From an optimization exercise on the open Yosys and OpenROAD flow, aimed at small area, a short achievable clock period and few clock cycles; shortcuts taken in it are not production practice. In this exercise RTL edits were held to simulation tests only and were not proved equivalent to the original. Power is estimated from default activity; no workload was simulated.

===== flow/config.mk =====
export PLATFORM = sky130hd
export DESIGN_NAME = field_arith_unit
export DESIGN_NICKNAME = field_arith_unit
export VERILOG_FILES = /design/flow/design.v
export SDC_FILE = /design/flow/constraint.sdc
export NUM_CORES = 4
export LEC_CHECK = 0
export CAP_MARGIN = 20
export CORE_MARGIN = 2
export CORE_UTILIZATION = 40
export PLACE_DENSITY = 0.6
export SLEW_MARGIN = 20

===== flow/constraint.sdc =====
create_clock -name core_clock -period 18.0 [get_ports {clk}]
set_input_delay 3.6000 -clock core_clock [delete_from_list [all_inputs] [get_ports {clk}]]
set_output_delay 3.6000 -clock core_clock [all_outputs]
set_load 0.01 [all_outputs]

===== flow/design.v =====
module modmul_serial #(
  parameter XW = 192,
  parameter PW = 160
) (
  input  wire          clk,
  input  wire          rst,
  input  wire          start,
  input  wire [XW-1:0] x,
  input  wire [PW-1:0] y,
  input  wire [PW-1:0] p,
  output wire          busy,
  output reg           done,
  output wire [PW-1:0] r
);
  reg [XW-1:0] xs;
  reg [PW-1:0] ys;
  reg [PW-1:0] acc;
  reg [8:0]    cnt;
  reg          run;
  wire [PW:0] dbl     = {acc, 1'b0};
  wire [PW:0] dbl_sub = dbl - {1'b0, p};
  wire [PW:0] dbl_red = dbl_sub[PW] ? dbl : dbl_sub;
  wire [PW:0] add     = dbl_red + (xs[XW-1] ? {1'b0, ys} : {(PW+1){1'b0}});
  wire [PW:0] add_sub = add - {1'b0, p};
  wire [PW:0] add_red = add_sub[PW] ? add : add_sub;
  assign busy = run;
  assign r    = acc;
  always @(posedge clk) begin
    if (rst) begin
      run  <= 1'b0;
      done <= 1'b0;
    end else begin
      done <= 1'b0;
      if (start && !run) begin
        xs  <= x;
        ys  <= y;
        acc <= {PW{1'b0}};
        cnt <= XW[8:0];
        run <= 1'b1;
      end else if (run) begin
        acc <= add_red[PW-1:0];
        xs  <= {xs[XW-2:0], 1'b0};
        cnt <= cnt - 9'd1;
        if (cnt == 9'd1) begin
          run  <= 1'b0;
          done <= 1'b1;
        end
      end
    end
  end
endmodule
module field_arith_unit (
  input  wire         clk,
  input  wire         rst,
  input  wire         start,
  input  wire         op,
  input  wire         curve,
  input  wire [191:0] a,
  input  wire [191:0] b,
  output wire         ready,
  output reg          done,
  output reg          err,
  output reg  [191:0] result
);
  localparam [159:0] P_112 = 160'h0000_0000_0000_FFFF_FFFF_FFFF_FFFF_FFFF_FFFF_FDE7;
  localparam [159:0] P_160 = 160'hFFFF_FFFF_FFFF_FFFF_FFFF_FFFF_FFFF_FFFF_FFFC_808F;
  localparam [2:0] S_IDLE  = 3'd0;
  localparam [2:0] S_RED   = 3'd1;   
  localparam [2:0] S_MUL   = 3'd2;   
  localparam [2:0] S_SQR   = 3'd3;   
  localparam [2:0] S_MULB  = 3'd4;   
  reg  [2:0]   state;
  reg          op_q;
  reg  [191:0] a_q;
  reg  [159:0] p_q;
  reg  [159:0] e_q;      
  reg  [7:0]   ebit;     
  reg  [159:0] base;     
  reg          mm_start;
  reg  [191:0] mm_x;
  reg  [159:0] mm_y;
  wire         mm_busy;
  wire         mm_done;
  wire [159:0] mm_r;
  modmul_serial #(.XW(192), .PW(160)) u_mm (
    .clk   (clk),
    .rst   (rst),
    .start (mm_start),
    .x     (mm_x),
    .y     (mm_y),
    .p     (p_q),
    .busy  (mm_busy),
    .done  (mm_done),
    .r     (mm_r)
  );
  assign ready = (state == S_IDLE);
  wire [159:0] acc_next = mm_r;   
  always @(posedge clk) begin
    if (rst) begin
      state    <= S_IDLE;
      done     <= 1'b0;
      err      <= 1'b0;
      mm_start <= 1'b0;
    end else begin
      done     <= 1'b0;
      mm_start <= 1'b0;
      case (state)
        S_IDLE: begin
          if (start) begin
            op_q  <= op;
            a_q   <= a;
            p_q   <= curve ? P_160 : P_112;
            e_q   <= (curve ? P_160 : P_112) - 160'd2;
            ebit  <= curve ? 8'd159 : 8'd111;
            mm_x     <= op ? a : b;
            mm_y     <= 160'd1;
            mm_start <= 1'b1;
            state    <= S_RED;
          end
        end
        S_RED: begin
          if (mm_done) begin
            if (!op_q) begin
              mm_x     <= a_q;
              mm_y     <= mm_r;
              mm_start <= 1'b1;
              state    <= S_MUL;
            end else if (mm_r == 160'd0) begin
              result <= 192'd0;
              err    <= 1'b1;
              done   <= 1'b1;
              state  <= S_IDLE;
            end else begin
              base     <= mm_r;
              mm_x     <= 192'd1;
              mm_y     <= 160'd1;
              mm_start <= 1'b1;
              state    <= S_SQR;
            end
          end
        end
        S_MUL: begin
          if (mm_done) begin
            result <= {32'd0, mm_r};
            err    <= 1'b0;
            done   <= 1'b1;
            state  <= S_IDLE;
          end
        end
        S_SQR: begin
          if (mm_done) begin
            if (e_q[ebit]) begin
              mm_x     <= {32'd0, acc_next};
              mm_y     <= base;
              mm_start <= 1'b1;
              state    <= S_MULB;
            end else if (ebit == 8'd0) begin
              result <= {32'd0, acc_next};
              err    <= 1'b0;
              done   <= 1'b1;
              state  <= S_IDLE;
            end else begin
              ebit     <= ebit - 8'd1;
              mm_x     <= {32'd0, acc_next};
              mm_y     <= acc_next;
              mm_start <= 1'b1;
            end
          end
        end
        S_MULB: begin
          if (mm_done) begin
            if (ebit == 8'd0) begin
              result <= {32'd0, acc_next};
              err    <= 1'b0;
              done   <= 1'b1;
              state  <= S_IDLE;
            end else begin
              ebit     <= ebit - 8'd1;
              mm_x     <= {32'd0, acc_next};
              mm_y     <= acc_next;
              mm_start <= 1'b1;
              state    <= S_SQR;
            end
          end
        end
        default: state <= S_IDLE;
      endcase
    end
  end
endmodule

===== flow/run.sh =====
#!/bin/bash
# synth_recipe.tcl (not shown) runs the flow's synth.tcl, then flattens the netlist and writes it again
# the make line also repeats each setting of config.mk as NAME=value (left out here)
make -C /OpenROAD-flow-scripts/flow DESIGN_CONFIG=/design/flow/config.mk WORK_HOME=/design/flow/orfs CLKGATE_MAP_FILE= SYNTH_SCRIPT=/design/flow/synth_recipe.tcl finish

==> results by group <==
Status
  – Run status: finished clean

Worst setup path
  – Cell repeated most along the worst path: nand2_1
  – Critical Path Source Type: register
  – CP max FO: 17
  – CP arrival: 17750 ps
  – WP data required: 18590 ps
  – Critical R2R Capture: u_mm.acc[150]
  – FF-to-FF path depth: 61
  – WS Path Type: register to register
  – Crit path largest cell delay: 850 ps
  – CP Capture Type: register
  – Reg2reg setup slack: 840 ps
  – Origin of the critical flop-to-flop path: e_q[158]
  – CP max-delay cell: a311oi_1

Route
  – Via count: 70500
  – DR WL met3: 29600 µm
  – Number of DRC markers in iteration 0: 7808
  – Vias/cell: 6.18
  – M1 WL: 151000 µm
  – DR DRC count: 0
  – Router iterations before antenna repair: 6
  – Final ANT Viol Nets: 0
  – DR WL met2: 171000 µm
  – Avg WL per Cell: 32.6 µm
  – Routed Wire Length: 372000 µm
  – Top Metal Used: met5

Timing
  – Slew HR: 0.155
  – Setup TNS: 0 ps
  – Slew of the pin with the lowest slew margin: 1260 ps
  – # setup viols final: 0
  – Final Max Slew Viols: 0
  – Final hold slack: 423 ps
  – Fmax: 58.3 MHz
  – Final worst path period share: 0.954
  – Clk_skew: 68.2 ps
  – Final Hold Viols: 0
  – Min Tclk post-route: 17160 ps
  – RSZ-0062 raised after global routing: no

Yosys
  – Yosys Warn Count: 2
  – Top cell type by total area after synthesis: edfxtp_1
  – Post-synth EDFFs: 1396
  – Seq/Total Area, Yosys: 0.513
  – Commonest register cell after synthesis: edfxtp_1
  – Post-Synthesis Cells: 8041
  – Fraction of registers with async set/reset: 0
  – Count leader, synth: edfxtp_1
  – Yosys top cell area share: 0.511
  – Syn Area/Cell: 10.2 µm²
  – Netlist cell types: 100
  – Commonest cells in the synthesized netlist: edfxtp_1, nand2_1, a21oi_1
  – Post-Syn Area: 82100 µm²
  – Register bit total from synthesis: 1404
  – Top cells by area, synth: edfxtp_1, nand2_1, a21oi_1

GRT
  – Vias in the first global route: 67400
  – First-pass GRT wire length: 516000 µm
  – Largest net degree at the start of global routing: 202
  – GR Overflow Total: 0
  – Initial antenna violation count: 53
  – GRT Resource Usage Total: 0.345

Placement
  – PortBufs: 551
  – RD Place Congestion: 1.01
  – DPL Wire Length: 276000 µm
  – Placed Cells: 11100

Power and ir drop
  – Pleak: 36.1 nW
  – Worst-case vdd ir drop: 198 µV
  – PD cells: 197 nW/µm²

Finish
  – Finished Layout Cells: 11400
  – Multi-input gate area: 37800 µm²
  – Final core utilization: 0.475
  – Post-layout net count: 9238
  – Syn-to-layout area delta: 18.3%
  – FF+latch area: 42100 µm²
  – Fill cells: 19000
  – Layout cells sized above 1: 0.0785

Clock tree
  – Total CTS buffers: 162
  – Clock tree sinks: 1404
  – Clock root buffer: clkbuf_16
  – H-tree levels: 4
  – Setup Fix Bufs, Post-CTS: 0
  – Clock latency on the worst-skew pair: 840 ps
  – CTS tree: yes
  – Max Root-Sink Buffers: 3
  – Resize count post-CTS: 0
  – CTS Hold Bufs: 0
  – Clk slew on worst S/H paths: 60 ps

Floorplan
  – Height of the die: 457 µm
  – Standard-cell rows: 166
  – Die W: 457 µm
  – # IOs: 584
  – Full die area: 209000 µm²
  – Initial Util: 0.402
  – Core Region: 204000 µm²

Worst hold path
  – Min-delay src: mm_y[19]
  – Hold depth: 0
  – WHS Endpoint: u_mm.ys[19]
  – HP Class: register to register

Flow run
  – # Max-Cap Violations: 0
[power breakdown]
group          switching [W]  internal (W)
logic                0.00693       0.00411
clock network        0.00147       0.00196
registers           0.000335       0.00429
total                0.00874        0.0104
[worst max-delay path by stage]
stage / depth (start not counted) / start / to / slack, ps
2_1_floorplan: 2 / rst / base[0] / 1640
5_1_grt: 64 / e_q[158] / u_mm.acc[78] / 70
4_1_cts: 64 / e_q[17] / u_mm.acc[120] / 1030
6_report: 61 / e_q[158] / u_mm.acc[150] / 840
3_3_place_gp: 59 / e_q[158] / u_mm.acc[138] / 1060
3_5_place_dp: 64 / e_q[17] / u_mm.acc[127] / 1110
[through the flow]
step | worst slack [ps] | total power, W | instance area (µm²)
final | 836 | 0.0191 | 97100
after global routing | 70.3 | 0.0202 | 97100
after CTS | 1030 | 0.0189 | 97000
after detailed placement | 1110 | 0.0154 | 91600
after global placement | 1060 | 0.0155 | 91600
after floorplan | 1640 | 0.0117 | 82200
[logic make-up after synthesis]
| group | synth area share |
|---|---|
| AO/OA/AOI/OAI | 0.157 |
| adder cells (fa/ha/maj) | 0.0439 |
| other | 0.0000457 |
| flip-flops | 0.513 |
| XOR/XNOR | 0.0454 |
| multiplexers | 0.0308 |
| buffers and inverters | 0.0307 |
| AND/OR/NAND/NOR | 0.180 |
[sequential cells by signal, indices dropped and copies added, names as in the netlist]
signal,count
e_q,2
u_mm.run,1
a_q,192
err,1
mm_x,192
u_mm.done,1
u_mm.acc,160
u_mm.cnt,9
done,1
mm_start,1
op_q,1
state,3
base,160
u_mm.xs,192
mm_y,160
u_mm.ys,160
result,160
ebit,8
[final cells by class]
type	count	area share
flip-flops and latches	1404	0.433
multi-input cells	6043	0.390
repair buffers	863	0.0826
clock buffers	194	0.0437
well taps	2688	0.0346
clock inverters	99	0.0119
inverters	88	0.00342
diodes	24	0.000619
[placed cells by master, fill, tap and decap left out, types with 47 or more instances in the layout]
cell type           n
mux2i_1           200
ha_1              285
o21ai_0           242
nand4_1           178
a221o_1           176
nand3_1           186
nor4_1             86
nand2_1          1384
xnor2_1           268
clkdlybuf4s50_1   550
buf_4             295
clkbuf_16         164
and3_1             72
mux2_2             47
a21o_1            166
edfxtp_1         1396
a22oi_1           156
and2_1            355
inv_1              86
xor2_1            157
a21oi_1           786
nor3_1            131
nor2_1            401
[critical path: cells and delay by family (launching register included)]
family                     cells  cell delay, ps
and+or+nand+nor               24            6690
muxes                          1             270
buffers and inverters          4             930
adders and majority gates      4            1490
xor gates and xnor gates       2             400
DFF                            1             390
AOI/OAI and AO/OA             26            6700
[routing by layer]
metal | up-vias | GRT usage
met5 | - | 0
met4 | 16 | 0.170
met3 | 660 | 0.0669
met2 | 3502 | 0.546
met1 | 35200 | 0.451
li1 | 31100 | -
Testbench counts, summed over its fixed seeds: cycles 1,276,122.

==> static timing again, ports no longer ideal <==
The results above use ideal ports. As a check the final layout listed here was re-extracted and re-timed, cells and wires unchanged.
Step 1 sets driving cells, clkbuf_16 on the clock port and buf_2 on the other inputs (assumed; they add their load-dependent delay and slew).
Step 2, shift: input delay + t, output delay - t, t = (earliest + latest rising clock arrival at the registers) / 2. This alone moves slack from input paths to output paths.
a / b / c = ideal ports / drivers / drivers and shift; a / b = the first two.
t (ns): 0.910
slack for setup (ns): 0.836 / 0.836 / 0.836
worst register clock-pin slew, ns: 0.07 / 0.07
After both steps setup and hold are still met in this run. The setup slack of this run moves by 0.000 ns with the drivers and by 0.000 ns with both steps.
